This is an optimization exercise on Yosys and OpenROAD, whose aim is small area, not a production implementation. Only simulation tests tie the RTL to the original design; equivalence was not proved. Power figures rest on the tool's default switching activity, not on a simulated workload.

===== design.v =====
module wbt_lz_decoder (
    input  wire        clk,
    input  wire        rst,
    input  wire        start,
    input  wire        clear,
    /*verilator lint_off UNUSEDSIGNAL*/
    input  wire [3:0]  cfg_format,
    /*verilator lint_on UNUSEDSIGNAL*/
    input  wire        cfg_image,
    input  wire [15:0] cfg_base_len,
    input  wire [15:0] cfg_stride,
    input  wire [15:0] cfg_in_len,
    input  wire [15:0] cfg_out_len,
    output wire        in_rd_en,
    output wire [15:0] in_addr,
    input  wire [7:0]  in_rdata,
    output wire        out_we,
    output wire [15:0] out_waddr,
    output wire [7:0]  out_wdata,
    output wire        out_rd_en,
    output wire [15:0] out_raddr,
    input  wire [7:0]  out_rdata,
    output wire [1:0]  state,
    output wire [1:0]  err_kind,
    output wire [3:0]  err_cause,
    output wire [16:0] in_pos,
    output wire [15:0] out_pos,
    output wire [7:0]  bit_buf,
    output wire [3:0]  bit_cnt
);
    localparam [5:0] P_IDLE   = 6'd0,
                     P_INIT   = 6'd1,    
                     P_WSUB   = 6'd2,    
                     P_WEND   = 6'd3,    
                     P_PREFIX = 6'd4,
                     P_ALIGN  = 6'd5,
                     P_TOKEN  = 6'd6,
                     P_KBIT   = 6'd7,
                     P_FBIT   = 6'd8,
                     P_OFFLO  = 6'd9,
                     P_OFFHI  = 6'd10,
                     P_SEL    = 6'd11,
                     P_OCT1   = 6'd12,
                     P_OCT2   = 6'd13,
                     P_OCTX   = 6'd14,
                     P_EBIT   = 6'd15,
                     P_GZERO  = 6'd16,
                     P_GVAL   = 6'd17,
                     P_CHECK  = 6'd18,
                     P_COPY   = 6'd19,
                     P_LIT    = 6'd20,
                     P_DONE   = 6'd32;
    localparam [3:0] C_PREFIX      = 4'd1,
                     C_REFILL      = 4'd4,
                     C_RAW         = 4'd5,
                     C_BAD_PARAM   = 4'd8,
                     C_OFF_ZERO    = 4'd10,
                     C_OFF_BEFORE  = 4'd11,
                     C_LEN_OVERRUN = 4'd12,
                     C_GAMMA_OVF   = 4'd13;
    reg [5:0]  phase;
    reg        pend;            
    reg        one_byte;
    reg        use_ctx;
    reg        wide;            
    reg [15:0] blen;
    reg [15:0] stride;
    reg [15:0] in_len;
    reg [15:0] rem;             
    reg [16:0] ip;
    reg [15:0] cur;
    reg [7:0]  buf_r;
    reg [3:0]  cnt;
    reg [15:0] off;             
    reg        big;             
    reg [15:0] val;             
    reg        ovf;             
    reg [4:0]  zc;              
    reg [1:0]  bm1;             
    wire fin  = phase[5];
    wire busy = !fin && (phase != P_IDLE);
    assign state     = {fin, |phase[4:0]};
    assign err_cause = phase[3:0];
    assign err_kind  = {phase[3], !phase[3] && (phase[3:0] != 4'd0)};
    assign in_pos    = ip;
    assign out_pos   = cur;
    assign bit_buf   = buf_r;
    assign bit_cnt   = cnt;
    wire in_avail = ip < {1'b0, in_len};
    wire rem_zero = (rem == 16'd0);
    wire val_zero = (val == 16'd0);
    wire bit_now  = buf_r[7];
    wire [2:0] sel = val[2:0];
    wire sel_ge3  = sel[2] | (sel[1] & sel[0]);
    wire bit_phase = (phase == P_TOKEN && !rem_zero) || phase == P_KBIT ||
                     phase == P_FBIT || phase == P_SEL || phase == P_EBIT ||
                     phase == P_GZERO || phase == P_GVAL;
    wire take = bit_phase && !pend && (cnt != 4'd0);
    wire pre_more = (phase == P_PREFIX) && (cur != blen) && !rem_zero;
    wire raw_rd   = (phase == P_OFFLO) || (phase == P_OFFHI) || (phase == P_LIT) || pre_more;
    wire copy_more = (phase == P_COPY) && !(val_zero && bm1 == 2'd0);
    assign in_rd_en  = ((bit_phase && cnt == 4'd0) || raw_rd) && !pend && in_avail;
    assign in_addr   = ip[15:0];
    wire [16:0] src = {1'b0, cur} - {1'b0, off};    
    assign out_rd_en = copy_more && !pend;
    assign out_raddr = src[15:0];
    wire wr = pend && (pre_more || phase == P_LIT || phase == P_COPY);
    assign out_we    = wr;
    assign out_waddr = cur;
    assign out_wdata = (phase == P_COPY) ? out_rdata : in_rdata;
    wire add_sub = (phase == P_WSUB) || (phase == P_OCTX && sel == 3'd3);
    wire add_s   = (phase == P_INIT) || (phase == P_OCT1 && wide && sel_ge3) ||
                   (phase == P_OCTX && sel != 3'd3);
    wire [15:0] add_x = (add_s ? stride : blen) ^ {16{add_sub}};
    wire [16:0] asum  = {1'b0, off} + {1'b0, add_x} + {16'd0, add_sub};
    wire        aover = add_sub ? !asum[16] : asum[16];
    wire [16:0] need = {1'b0, val} + {15'd0, bm1};
    wire bad_param = (cfg_image && cfg_base_len == 16'd0) || cfg_format[1];
    always @(posedge clk) begin
        if (rst) begin
            phase <= P_IDLE;
            ip    <= 17'd0;
            cur   <= 16'd0;
            buf_r <= 8'd0;
            cnt   <= 4'd0;
        end else if (start && !busy) begin
            one_byte <= cfg_format[3];
            use_ctx  <= cfg_format[0] & cfg_image;
            blen     <= cfg_image ? cfg_base_len : 16'd1;
            stride   <= cfg_stride;
            in_len   <= cfg_in_len;
            rem      <= cfg_out_len;
            ip       <= 17'd0;
            cur      <= 16'd0;
            buf_r    <= 8'd0;
            cnt      <= 4'd0;
            off      <= 16'd0;
            big      <= 1'b0;
            zc       <= 5'd0;
            pend     <= 1'b0;
            phase    <= bad_param ? {2'b10, C_BAD_PARAM} : P_INIT;
        end else if (clear && fin) begin
            phase <= P_IDLE;
        end else begin
            if (!(phase == P_WSUB || phase == P_GZERO || phase == P_GVAL))
                zc <= 5'd0;
            if (wr) begin
                cur <= cur + 16'd1;
                rem <= rem - 16'd1;
            end
            if (bit_phase) begin
                if (pend) begin
                    buf_r <= in_rdata;
                    cnt   <= 4'd8;
                    ip    <= ip + 17'd1;
                    pend  <= 1'b0;
                end else if (cnt == 4'd0) begin
                    if (!in_avail) phase <= {2'b10, C_REFILL};
                    else           pend  <= 1'b1;
                end else begin
                    buf_r <= {buf_r[6:0], 1'b0};
                    cnt   <= cnt - 4'd1;
                end
            end
            if (raw_rd) begin
                if (pend) begin
                    ip   <= ip + 17'd1;
                    pend <= 1'b0;
                end else if (!in_avail) begin
                    phase <= {2'b10, (phase == P_PREFIX) ? C_PREFIX : C_RAW};
                end else begin
                    pend <= 1'b1;
                end
            end
            case (phase)
                P_INIT: begin
                    off   <= asum[15:0];
                    phase <= P_WSUB;
                end
                P_WSUB: begin
                    off <= asum[15:0];
                    big <= big | aover;
                    zc  <= zc + 5'd1;
                    if (zc == 5'd4) phase <= P_WEND;
                end
                P_WEND: begin
                    wide  <= !big && (off != 16'd0);
                    phase <= P_PREFIX;
                end
                P_PREFIX: begin
                    if (!pre_more) phase <= rem_zero ? P_DONE : P_ALIGN;
                end
                P_ALIGN: begin
                    if (ip[1:0] != 2'd0) ip <= ip + 17'd1;
                    else                 phase <= P_TOKEN;
                end
                P_TOKEN: begin
                    if (rem_zero) begin
                        phase <= P_DONE;
                    end else if (take) begin
                        big <= 1'b0;
                        off <= 16'd0;
                        if (bit_now)       phase <= P_LIT;
                        else if (use_ctx)  phase <= P_KBIT;
                        else if (one_byte) begin bm1 <= 2'd1; phase <= P_OFFLO; end
                        else               phase <= P_FBIT;
                    end
                end
                P_LIT: begin
                    if (pend) phase <= P_TOKEN;
                end
                P_KBIT: begin
                    if (take) begin
                        if (bit_now) begin
                            val   <= 16'd1;
                            bm1   <= (blen == 16'd1) ? 2'd1 : 2'd0;
                            phase <= P_SEL;
                        end else if (one_byte) begin
                            bm1   <= 2'd1;
                            phase <= P_OFFLO;
                        end else begin
                            phase <= P_FBIT;
                        end
                    end
                end
                P_FBIT: begin
                    if (take) begin
                        bm1   <= bit_now ? 2'd1 : 2'd2;
                        phase <= P_OFFLO;
                    end
                end
                P_OFFLO: begin
                    if (pend) begin
                        off   <= {8'd0, in_rdata};
                        phase <= (bm1 == 2'd2) ? P_OFFHI : P_EBIT;
                    end
                end
                P_OFFHI: begin
                    if (pend) begin
                        off[15:8] <= in_rdata;
                        phase     <= P_EBIT;
                    end
                end
                P_SEL: begin
                    if (take) begin
                        val <= {val[14:0], bit_now};
                        if (val[2]) phase <= P_OCT1;
                    end
                end
                P_OCT1: begin
                    off <= asum[15:0];
                    big <= big | aover;
                    if (wide && (sel == 3'd3 || sel == 3'd7)) phase <= P_OCTX;
                    else                                      phase <= P_OCT2;
                end
                P_OCT2: begin
                    if (sel[1:0] == 2'd0 && (!sel[2] || wide)) begin
                        phase <= P_EBIT;
                    end else begin
                        off <= asum[15:0];
                        big <= big | aover;
                        val <= val - 16'd1;
                    end
                end
                P_OCTX: begin
                    off   <= asum[15:0];
                    big   <= big | aover;
                    phase <= P_EBIT;
                end
                P_EBIT: begin
                    if (take) begin
                        ovf <= 1'b0;
                        if (bit_now) begin
                            val   <= 16'd1;
                            phase <= P_CHECK;
                        end else begin
                            phase <= P_GZERO;
                        end
                    end
                end
                P_GZERO: begin
                    if (take) begin
                        if (bit_now) begin
                            val   <= 16'd1;
                            phase <= (zc == 5'd0) ? P_CHECK : P_GVAL;
                        end else if (zc == 5'd31) begin
                            phase <= {2'b10, C_GAMMA_OVF};
                        end else begin
                            zc <= zc + 5'd1;
                        end
                    end
                end
                P_GVAL: begin
                    if (take) begin
                        val <= {val[14:0], bit_now};
                        ovf <= ovf | val[15];
                        zc  <= zc - 5'd1;
                        if (zc == 5'd1) phase <= P_CHECK;
                    end
                end
                P_CHECK: begin
                    if (!big && off == 16'd0)
                        phase <= {2'b10, C_OFF_ZERO};
                    else if (big || src[16])
                        phase <= {2'b10, C_OFF_BEFORE};
                    else if (ovf || need > {1'b0, rem})
                        phase <= {2'b10, C_LEN_OVERRUN};
                    else
                        phase <= P_COPY;
                end
                P_COPY: begin
                    if (pend) begin
                        pend <= 1'b0;
                        if (!val_zero) val <= val - 16'd1;
                        else           bm1 <= bm1 - 2'd1;
                    end else if (copy_more) begin
                        pend <= 1'b1;
                    end else begin
                        phase <= P_TOKEN;
                    end
                end
                default: ;
            endcase
        end
    end
endmodule

===== run.sh =====
#!/bin/bash
# synth_recipe.tcl (not shown) runs the flow's synth.tcl, then flattens the netlist and writes it again
# the make line also repeats each setting of config.mk as NAME=value (left out here)
make -C /OpenROAD-flow-scripts/flow DESIGN_CONFIG=/design/flow/config.mk WORK_HOME=/design/flow/orfs CLKGATE_MAP_FILE= SYNTH_SCRIPT=/design/flow/synth_recipe.tcl finish

===== config.mk =====
export PLATFORM = sky130hd
export DESIGN_NAME = wbt_lz_decoder
export DESIGN_NICKNAME = wbt_lz_decoder
export VERILOG_FILES = /design/flow/design.v
export SDC_FILE = /design/flow/constraint.sdc
export NUM_CORES = 4
export LEC_CHECK = 0
export CAP_MARGIN = 20
export CORE_MARGIN = 2
export CORE_UTILIZATION = 40
export SLEW_MARGIN = 20

===== constraint.sdc =====
create_clock -name core_clock -period 6.0 [get_ports {clk}]
set_input_delay 1.2000 -clock core_clock [delete_from_list [all_inputs] [get_ports {clk}]]
set_output_delay 1.2000 -clock core_clock [all_outputs]
set_load 0.01 [all_outputs]

==> results.cfg <==
[yosys]
syn-cell-area_mm2 = 0.01223
yosysWarnings = 1
synth_ff_type = edfxtp_1
yosysUniqueCellTypes = 86
ys_ff_latch = 160
synthArstFlopShare = 0
synth_area_leaders = edfxtp_1, dfxtp_1, ha_1
ys_seq_area_frac = 0.3512
post_synth.cell_area_avg_um2 = 8.622
synth.most_common_cell = nand2_1
synth_edf_count = 109
synth_fp_nets = 1589
synth_common_cells = nand2_1, nor2_1, edfxtp_1
yosysTopAreaCellShare = 0.2677
syn_inst = 1418
synth_area_leader_cell = edfxtp_1

[detailed_routing]
first_pass_iters = 6
drt_iter0_drc = 839
routed_wl_um = 39250
detail_route.wl_per_cell_um = 19.94
viasPerCell = 5.620
drc = 0
vias = 11060
postRouteAntennaNets = 0

[worst_setup_path]
crit_fanout = 6
path_class = flip-flop to output port
cpLargestDelayFamily = simple AND/OR/NAND/NOR gates
path_cells = inv_1, ha_1, nor3b_1, and2_0, a21oi_1, nand2_1, a21o_1, inv_2, clkdlybuf4s50_1
startpoint_type = flip-flop
crit_slowest_cell = nor3b_1
worstSetupEndpointType = output port
critical_path_buf_inv_count = 3
cp_data_required_time_ps = 4800
crit_arrival_ps = 3860
slowest_delay_ps = 550

[sta]
slew_violations = 0
relSlewSlack = 0.3258
period_minus_slack_ps = 5063
fin_tns_setup_ps = 0
rsz0062_at_grt = no
holdWs_ps = 524.2
setup_viol = 0
worstMarginPinSlew_ps = 1008
setup_slack_ps = 937.1
fmax_mhz = 197.5
final_hold_viol_count = 0
fin_crit_sh = 0.8438
finClkSkew_ps = 11.64

[clocking]
path_clk_slew_ps = 70
ctsHoldBuffers = 0
htree_levels = 4
clk_latency_ps = 440
cts_buffer_depth = 2
cts_tree = done
cts_buffers = 17
cts_sinks = 160
post-cts-setup-buffers = 0
cts_resized = 0
cts_root_buf = clkbuf_16

[hold_path]
hold_path.class = flip-flop to flip-flop

[floorplan]
dieWidth_um = 178.8
rows = 64
initial_core_util = 0.4028
core_mm2 = 0.03035
die-area_mm2 = 0.03198
pin_count = 201
die_h_um = 178.8

[place]
place_ws_ps = 1253
hpwl_um = 30350
io_buffers = 199
gp_congestion = 0.9605
numPlacedInstances = 1936

[cells_and_area]
fin_cells = 1968
multiInputGateArea_mm2 = 0.007067
drive_above_1_share = 0.05916
fillCellCount = 2914
area_delta_synth_final_pct = 22.60
ff_latch_area_mm2 = 0.004294
fin_util = 0.4939
fin_nets = 1730
insertedDiodeCount = 0

[power]
power_density_mw_per_mm2 = 340.2
irDropWorstVdd_mv = 0.1846
p_leak_uw = 0.005703

[global_route]
grt_overflow = 0
grt_pass1_wl_um = 60620
grt_pass1_vias = 10730
grt_max_degree = 50
track_usage = 0.2482
antenna_found_initial = 0

[run]
drv_cap = 0

[status]
status = no timing/DRC/antenna violations
[per-stage QoR]
stage          area (um2)  total power [uW]
6_report            14990              5099
5_1_grt             14990              5424
4_1_cts             14990              5100
3_5_place_dp        14360              3946
3_3_place_gp        14360              3925
2_1_floorplan       12230              3182
[where the power goes]
part / total (uW) / internal, uW / switching, uW
Sequential: 1560 / 1400 / 157
Combinational: 2400 / 1000 / 1400
Clock: 1140 / 574 / 567
[layer usage]
layer,vias up,part of all wire,routed length (um),track usage
met2,383,0.45,17670,0.3954
met3,49,0.072,2817,0.05131
met1,5267,0.46,18050,0.3436
met5,-,0,0,0
li1,5361,-,-,-
met4,0,0.018,715,0.06064
[cells in the final DEF, fill, tap and decap left out, types with 17 or more instances in the layout]
cell             count
nor2_1             132
and2_1              22
clkbuf_16           17
nand4_1             23
a211oi_1            18
inv_1               91
dfxtp_1             51
edfxtp_1           109
mux2i_1             27
nor3_1              38
nor4_1              25
ha_1                79
a21oi_1             92
buf_4               21
xnor2_1             69
clkdlybuf4s50_1    199
nand2b_1            18
nand2_1            138
xor2_1              37
o21ai_0             68
nand3_1             39
[final timing paths]
path | cells after the start | endpoint | slack, ps | start
max | 9 | out_we | 940 | rem[0]
min | 2 | buf_r[5] | 520 | buf_r[5]
max reg2reg | 17 | off[14] | 1100 | val[0]
min reg2reg | 2 | buf_r[5] | 520 | buf_r[5]
[cells by family (layout without fill, tap and decap cells)]
| family | after synthesis | in the layout | synth area share |
|---|---|---|---|
| AND/OR/NAND/NOR | 529 | 529 | 0.2174 |
| AO/OA/AOI/OAI | 323 | 323 | 0.1743 |
| buffers and inverters | 191 | 345 | 0.07328 |
| flip-flops | 160 | 160 | 0.3512 |
| XOR/XNOR | 106 | 106 | 0.07594 |
| adder cells (fa/ha/maj) | 82 | 82 | 0.08576 |
| multiplexers | 27 | 27 | 0.02211 |
[worst register-to-register path, stage by stage, from the launching register on]
cell and delay, ps:
edfxtp_1 510, ha_1 330, o21ai_0 180, mux2i_1 200, a21oi_4 320, buf_4 300
mux2i_1 310, xnor2_1 160, ha_1 310, nor2b_1 150, o21ai_0 230, a21boi_0 220
o21bai_1 170, a21boi_0 150, o21ai_0 320, a31oi_1 210, or3_1 360, a32o_1 240
[state kept, by name (all words and copies together), names as in the netlist]
| register | flops |
|---|---|
| blen | 16 |
| ovf | 1 |
| bm1 | 2 |
| pend | 1 |
| rem | 16 |
| wide | 1 |
| cur | 16 |
| one_byte | 1 |
| use_ctx | 1 |
| zc | 5 |
| stride | 16 |
| buf_r | 8 |
| in_len | 16 |
| big | 1 |
| off | 16 |
| val | 16 |
| phase | 6 |
| cnt | 4 |
| ip | 17 |
[final cells by class]
type                    count  area share
flip-flops and latches    160      0.2865
clock buffers              17     0.02838
well taps                 396     0.03306
clock inverters            15     0.01386
repair buffers            220      0.1434
multi-input cells        1067      0.4715
inverters                  93     0.02329

port drivers added, routing unchanged:
In the flow no input, the clock included, has a driving cell. The finished layout below was timed again as built, in two steps. Step 1 assumes that a clkbuf_16 drives the clock port and a buf_2 every other input. Step 2 times the ports against the registers' clock, not the clock port: input delays grow and output delays shrink by t, the midpoint of the rising clock arrivals with the driver on. Slacks: ideal / step 1 / step 2; pairs: ideal / step 1.
t (ns): 0.482
setup WS [ns]: 0.937 / 0.887 / 1.100
worst setup path at the end: register to register
worst register clock-pin slew, ns: 0.08 / 0.08
pins driven straight from the clock port: 1
After both steps this run still meets setup and hold. The setup slack of this run moves by -0.050 ns with the drivers and by +0.163 ns with both steps.
